This design comes from an exercise in tuning for a short achievable clock period and few clock cycles on the open sky130 flow, not from production work. RTL that was checked went through simulation tests only; none was proved equivalent to the original. Power figures rest on the tool's default switching activity, not on a simulated workload.

==> run a <==
## trc3_core
module trc3_core (
    input  wire        clk,
    input  wire        rst,
    output reg         mem_req,
    output reg         mem_we,
    output reg  [10:0] mem_addr,
    output reg  [7:0]  mem_wdata,
    input  wire        mem_ready,
    input  wire [7:0]  mem_rdata,
    output wire        gpi_req,
    output wire [2:0]  gpi_port,
    input  wire        gpi_valid,
    input  wire [7:0]  gpi_data,
    output wire        gpo_valid,
    output wire [2:0]  gpo_port,
    output wire [7:0]  gpo_data,
    output wire        bell,
    output wire        halted,
    output wire        faulted,
    output wire [2:0]  fault_code,
    output wire [10:0] pc_out
);
make LEC_CHECK=0 ABC_CLOCK_PERIOD_IN_PS=2500 CAP_MARGIN=20 CORE_MARGIN=2 CORE_UTILIZATION=40 PLACE_DENSITY=0.6 SETUP_SLACK_MARGIN=4.0 SLEW_MARGIN=20 finish   # period 7.0 ns
run.sh (not shown) runs the stock make flow with config.mk's settings and CLKGATE_MAP_FILE= SYNTH_SCRIPT=/design/flow/synth_recipe.tcl, a recipe that flattens the netlist after the stock synthesis.
==> run b (differences from run a) <==
--- a/flow/design.v
+++ b/flow/design.v
@@ -148,16 +148,12 @@
     reg        e_wr;            
     reg        e_flg;           
     reg        e_rea, e_sto, e_gpi, e_gpo, e_bel, e_pas, e_pag, e_hlt;
     reg [2:0]  e_fpre;          
     reg [2:0]  e_off;           
     reg [2:0]  e_phi;           
-    reg [7:0]  e_addr;          
-    reg        e_dflt;          
-    reg        we_r;            
-    reg [10:0] maddr_r;         
     reg        flag_c, flag_z;
     reg [2:0]  page;
     reg        fault_r;
     reg [2:0]  fcode;
     reg [10:0] f_pc;
     wire e_act  = e_valid && !fault_r;
@@ -165,22 +161,23 @@
     wire [7:0] alu_r;
     wire       alu_c, alu_z;
     trc3_alu u_alu (
         .op(e_op), .a(e_a), .b(e_b),
         .result(alu_r), .carry(alu_c), .zero(alu_z)
     );
+    wire [8:0] e_sum   = {1'b0, e_a} + {6'd0, e_off};
+    wire       e_dflt  = e_mem && e_sum[8];
     wire       e_pflt  = e_pas && (e_b[7:3] != 5'd0);
-    wire       e_dfl   = e_mem && e_dflt;
-    wire       e_fault = (e_fpre != F_NONE) || e_dfl || e_pflt;
+    wire       e_fault = (e_fpre != F_NONE) || e_dflt || e_pflt;
     wire e_stall = e_act && ((e_mem && !mem_ready) || (e_gpi && !gpi_valid));
     wire e_halt  = e_valid && e_hlt && !fault_r;
     wire e_ok    = e_act && !e_stall && !e_fault;
     wire [7:0] e_res = e_rea ? mem_rdata :
                        e_gpi ? gpi_data :
                        e_pag ? {5'd0, page} : alu_r;
-    wire [10:0] st_addr = {page, e_addr};
+    wire [10:0] st_addr = {page, e_sum[7:0]};
     wire        st_go   = e_act && e_sto;    
     wire       d_end   = pc_d[10];
     wire       d_valid = ir_v || d_end;
     wire [4:0] op      = ir[15:11];
     wire [2:0] fa      = ir[8:6];
     wire [2:0] fb      = ir[5:3];
@@ -220,15 +217,12 @@
     );
     wire fwd_en = e_act && e_wr;
     wire [7:0] xa = (fwd_en && e_dst == d_ra) ? e_res : rf_a;
     wire [7:0] xb = (fwd_en && e_dst == fb)   ? e_res : rf_b;
     wire [7:0] xc = (fwd_en && e_dst == fc)   ? e_res : rf_c;
     wire [7:0] d_opa = (op == OP_LDI) ? 8'd0 : xa;
-    wire [8:0] d_sum = (fwd_en && e_dst == d_ra) ? {1'b0, e_res} + {6'd0, fb}
-                                                 : {1'b0, rf_a} + {6'd0, fb};
-    wire       d_mem = d_ok && (op == OP_REA || op == OP_STO);
     wire [7:0] d_opb = (op == OP_ADI || op == OP_LDI) ? imm8 : xb;
     wire [4:0] d_aluop = (op == OP_ADI) ? OP_ADD : (op == OP_LDI) ? OP_IOR : op;
     wire fz = (e_act && e_flg) ? alu_z : flag_z;
     wire fcy = (e_act && e_flg) ? alu_c : flag_c;
     reg  cond;
     always @* begin
@@ -269,16 +263,23 @@
         .clk(clk), .rst(rst),
         .push(d_adv && d_cal), .pop(d_adv && sel_r), .push_data(pcp1_d[9:0]),
         .top(st_top), .empty(st_empty)
     );
     wire fill_go = !d_valid && !ended && !(e_act && e_mem);
     always @* begin
-        mem_req   = 1'b1;
-        mem_we    = we_r;
-        mem_addr  = maddr_r;
+        mem_req   = 1'b0;
+        mem_we    = 1'b0;
+        mem_addr  = {pc_d[9:0], fill_hi};
         mem_wdata = e_c;
+        if (e_act && e_mem) begin
+            mem_req  = 1'b1;
+            mem_we   = e_sto && !e_sum[8];
+            mem_addr = st_addr;
+        end else if (fill_go) begin
+            mem_req  = 1'b1;
+        end
     end
     assign gpi_req   = e_act && e_gpi;
     assign gpi_port  = e_off;
     assign gpo_valid = e_act && e_gpo;
     assign gpo_port  = e_off;
     assign gpo_data  = e_a;
@@ -297,20 +298,18 @@
             fill_hi <= 1'b0;
             e_valid <= 1'b0;
             flag_c  <= 1'b0;
             flag_z  <= 1'b0;
             page    <= 3'd0;
             fault_r <= 1'b0;
-            we_r    <= 1'b0;
-            maddr_r <= 11'd0;
             fcode   <= F_NONE;
             f_pc    <= 11'd0;
         end else begin
             if (e_act && !e_stall && e_fault) begin
                 fault_r <= 1'b1;
-                fcode   <= (e_fpre != F_NONE) ? e_fpre : e_dfl ? F_DATAADDR : F_PAGE;
+                fcode   <= (e_fpre != F_NONE) ? e_fpre : e_dflt ? F_DATAADDR : F_PAGE;
                 f_pc    <= e_pc;
             end
             if (e_ok && e_flg) begin
                 flag_c <= alu_c;
                 flag_z <= alu_z;
             end
@@ -337,32 +336,14 @@
                     e_pas <= d_ok && op == OP_PAS;
                     e_pag <= d_ok && op == OP_PAG;
                     e_hlt <= d_end || (d_ok && op == OP_HLT);
                     e_fpre <= d_fpre;
                     e_off <= fb;
                     e_phi <= ir[10:8];
-                    e_addr <= d_sum[7:0];
-                    e_dflt <= d_sum[8];
                 end
             end
-            if (e_stall && e_mem) begin
-            end else if (ended || (e_act && e_fault)) begin
-                we_r    <= 1'b0;
-                maddr_r <= {pc_d[9:0], 1'b0};
-            end else if (d_adv && d_mem) begin
-                we_r    <= op == OP_STO && !d_sum[8];
-                maddr_r <= {(e_ok && e_pas) ? (e_phi | e_b[2:0]) : page, d_sum[7:0]};
-            end else begin
-                we_r    <= 1'b0;
-                if (d_adv)
-                    maddr_r <= {n_pc[9:0], 1'b0};
-                else if (fill_go && mem_ready)
-                    maddr_r <= {pc_d[9:0], ~fill_hi};
-                else
-                    maddr_r <= {pc_d[9:0], fill_hi};
-            end
             if (d_adv) begin
                 pc_d   <= n_pc;
                 pcp1_d <= n_pcp1;
                 ir     <= n_ir;
                 ir_v   <= n_hit && !flush_next;
             end else if (flush_cur) begin
Settings changed: ABC_CLOCK_PERIOD_IN_PS 2500 to not set, SETUP_SLACK_MARGIN 4.0 to not set.
==> qor summary <==
item                                                                  run a             run b
Part of the power in the clock network                                0.269             0.383
Fraction of power consumed by combinational cells                     0.377             0.172
Worst clock skew on the final layout                                52.5 ps           77.9 ps
Proportion of final cell area spent on non-clock buffers             0.0824            0.0302
Critical Path End Type                                            flip-flop    primary output
Average cell area after synthesis                                  14.6 µm²          13.3 µm²
Routed met2 length                                                  96.4 mm           90.5 mm
Count of multi-input combinational gates                               2691              3024
Power in the clock group                                          0.00634 W         0.00631 W
Maximum cell stage delay along the critical path                     440 ps            820 ps
Post-CTS setup-driven buffer insertion count                            179                 0
Footprint of the multi-input gates                                32100 µm²         29400 µm²
Multiplexer area fraction after synthesis                             0.317             0.274
Total inserted antenna cells                                              1                 0
Headroom to the max-slew limit                                       0.0816             0.224
Capturing point of the worst reg2reg path                       rsv_mask[0]        pcp1_d[10]
Routed metal-1 wirelength                                           80.7 mm           79.4 mm
Xor and xnor fraction of the mapped netlist area                     0.0104            0.0110
Power density over the cells                                     310 nW/µm²        242 nW/µm²
Status                                             timing/DRC/antenna clean  timing/DRC/antenna clean
Final Hold Slack                                                     467 ps            476 ps
Wirelength per Cell                                                 31.6 µm           30.5 µm
Core footprint                                                   152000 µm²        152000 µm²
Biggest Area Class                                        multi-input gates  sequential cells
Testbench counts of run b, summed over its fixed seeds: cycles 102,021.
No functional check of the RTL was part of run a.

========
==> job 1679 <==
trc3_core, a different RTL version from the one above (not shown whole).
clock: 7.0 ns
lec_check: 0
abc_clock_period_in_ps: 2500
cap_margin: 20
cell_pad_in_sites_detail_placement: 1
cell_pad_in_sites_global_placement: 2
core_margin: 2
core_utilization: 40
place_density: 0.6
setup_slack_margin: 3.5
slew_margin: 20
tns_end_percent: 25
==> job 1611 (differences from job 1679) <==
--- a/flow/config.mk
+++ b/flow/config.mk
@@ -8,3 +8,3 @@
 export ABC_CLOCK_PERIOD_IN_PS = 2500
-export CAP_MARGIN = 20
+export CAP_MARGIN = 25
 export CELL_PAD_IN_SITES_DETAIL_PLACEMENT = 1
@@ -16,2 +16,2 @@
 export SLEW_MARGIN = 20
-export TNS_END_PERCENT = 25
+export TNS_END_PERCENT = 40
==> results_dict.tcl <==
set metrics [dict create \
    run_status "finished clean" \
    sh_seq_area 0.476 \
    power.combinational.total_uw 21100 \
    power.clock.total_uw 15000 \
    r2r.worst_path.cells 12 \
    buffers 1122 \
]
That was job 1611.
==> results_dict.tcl <==
set metrics [dict create \
    run_status "finished clean" \
    power.combinational.total_uw 20600 \
    power.clock.total_uw 14800 \
    sh_seq_area 0.480 \
]
That was job 1679.
Testbench counts of job 1679, summed over its fixed seeds: cycles 80,525.
Testbench counts of job 1611, summed over its fixed seeds: cycles 80,525.

========
==> build 10 <==
Another version of the RTL of trc3_core (not shown whole).
// trc3_core
module trc3_core (
    input  wire        clk,
    input  wire        rst,
    output reg         mem_req,
    output reg         mem_we,
    output reg  [10:0] mem_addr,
    output reg  [7:0]  mem_wdata,
    input  wire        mem_ready,
    input  wire [7:0]  mem_rdata,
    output wire        gpi_req,
    output wire [2:0]  gpi_port,
    input  wire        gpi_valid,
    input  wire [7:0]  gpi_data,
    output wire        gpo_valid,
    output wire [2:0]  gpo_port,
    output wire [7:0]  gpo_data,
    output wire        bell,
    output wire        halted,
    output wire        faulted,
    output wire [2:0]  fault_code,
    output wire [10:0] pc_out
);
Settings: LEC_CHECK=0, ABC_CLOCK_PERIOD_IN_PS=2500, CAP_MARGIN=20, CELL_PAD_IN_SITES_DETAIL_PLACEMENT=1, CELL_PAD_IN_SITES_GLOBAL_PLACEMENT=2, CORE_MARGIN=2, CORE_UTILIZATION=40, PLACE_DENSITY=0.6, SETUP_SLACK_MARGIN=4.0, SLEW_MARGIN=20, TNS_END_PERCENT=5; clock period 7.0 ns.
==> inputs of build 1, as changes to build 10 <==
--- a/flow/design.v
+++ b/flow/design.v
@@ -341,11 +341,11 @@
     wire h0 = v0 && (g0 == pcp1_d[9:5]) && !pcp1_d[10];
     wire h1 = v1 && (g1 == tgt[9:5]);
     wire h3 = v3 && (g3 == pcp2_d[9:5]) && !pcp2_d[10];
     wire        f_jmp  = w0[15:11] == OP_JMP;
     wire        f_dir  = f_jmp || cnt0[1];
-    wire        fold   = 1'b0;
+    wire        fold   = fold0 && !pcp1_d[10] && !pcp2_d[10] && (!f_dir || tv0);
     wire [31:0] f_toh  = onehot(w0[5:1]);
     wire [1:0]  f_ct   = w0[12:11] - 2'd2;          
     wire [3:0]  f_m    = (f_ct == 2'd0) ? {~f_dir, f_dir, 2'b00} :
                          (f_ct == 2'd1) ? {f_dir, ~f_dir, 2'b00} :
                          (f_ct == 2'd2) ? {2'b00, ~f_dir, f_dir} :
==> summary.txt <==
                                                                                                                      build 10                     build 1
Clock network contribution to total cell area                                                                           0.0652                      0.0637
Static power due to leakage                                                                                            30.0 nW                     43.2 nW
Clock buffers                                                                                                              216                         340
Avg Inst Size Synth                                                                                                 11.1 sq um                  10.8 sq um
Arithmetic-cell share of the synthesized area counting full adders, half adders and majority gates                     0.00889                     0.00759
Most common cell in the synthesized netlist                                                           sky130_fd_sc_hd__nand2_1   sky130_fd_sc_hd__edfxtp_1
Cell internal power dissipation                                                                                       0.0177 W                    0.0307 W
Delay of the slowest critical-path stage                                                                                740 ps                      510 ps
Wire length the detailed router placed on met1                                                                       136000 um                   231000 um
Part of the total power dissipated in the clock network                                                                  0.335                       0.260
Worst Tran Pin Value                                                                                                   1100 ps                     1330 ps
Run status                                                                                            timing/DRC/antenna clean    timing/DRC/antenna clean
Sink of the worst hold path                                                                         u_stack.w[15][4]$_DFFE_PP_  u_stack.w[15][5]$_DFFE_PP_
Average wire per cell in the routed design                                                                             37.8 um                     45.0 um
Testbench counts of build 1, summed over its fixed seeds: cycles 80,482.
For build 10, only the layout was checked, not whether the RTL still works.

[re-timing with driven ports]
In the flow no input, the clock included, has a driving cell. The finished layouts below were timed again as built, in two steps.
Step 1 (the two cells are an assumption about what drives the block):
set clk [get_ports {clk}]
set_driving_cell -lib_cell sky130_fd_sc_hd__clkbuf_16 $clk
set_driving_cell -lib_cell sky130_fd_sc_hd__buf_2 [delete_from_list [all_inputs] $clk]
Step 2 moves the port delays by t, midway between the first and last clock arrival at a register: inputs arrive t later, outputs are due t later. That takes back most of the time a late clock gives input paths.
Slacks: no drivers / after step 1 / after step 2; pairs: no drivers / after step 1.
| run | shift t [ns] | setup WS [ns] | worst setup path after step 2 | clock arrival spread, ns | worst register clock-pin slew, ns |
|---|---|---|---|---|---|
| run a | 0.825 | 2.678 / 2.678 / 2.594 | input to register | 0.053 / 0.053 | 0.07 / 0.07 |
| run b | 0.819 | 1.220 / 1.140 / 1.319 | register to register | 0.084 / 0.084 | 0.07 / 0.07 |
| job 1679 | 1.047 | 3.065 / 3.065 / 2.280 | input to register | 0.118 / 0.118 | 0.07 / 0.07 |
| job 1611 | 1.064 | 3.138 / 3.138 / 2.425 | input to register | 0.106 / 0.106 | 0.07 / 0.07 |
| build 10 | 0.932 | 2.983 / 2.983 / 2.415 | input to register | 0.058 / 0.057 | 0.07 / 0.07 |
| build 1 | 1.033 | 2.773 / 2.773 / 2.045 | input to register | 0.104 / 0.104 | 0.08 / 0.08 |
After both steps setup and hold are still met in every run listed. The setup slack of job 1679, which loses most, moves by 0.000 ns with the drivers and by -0.785 ns with both steps.
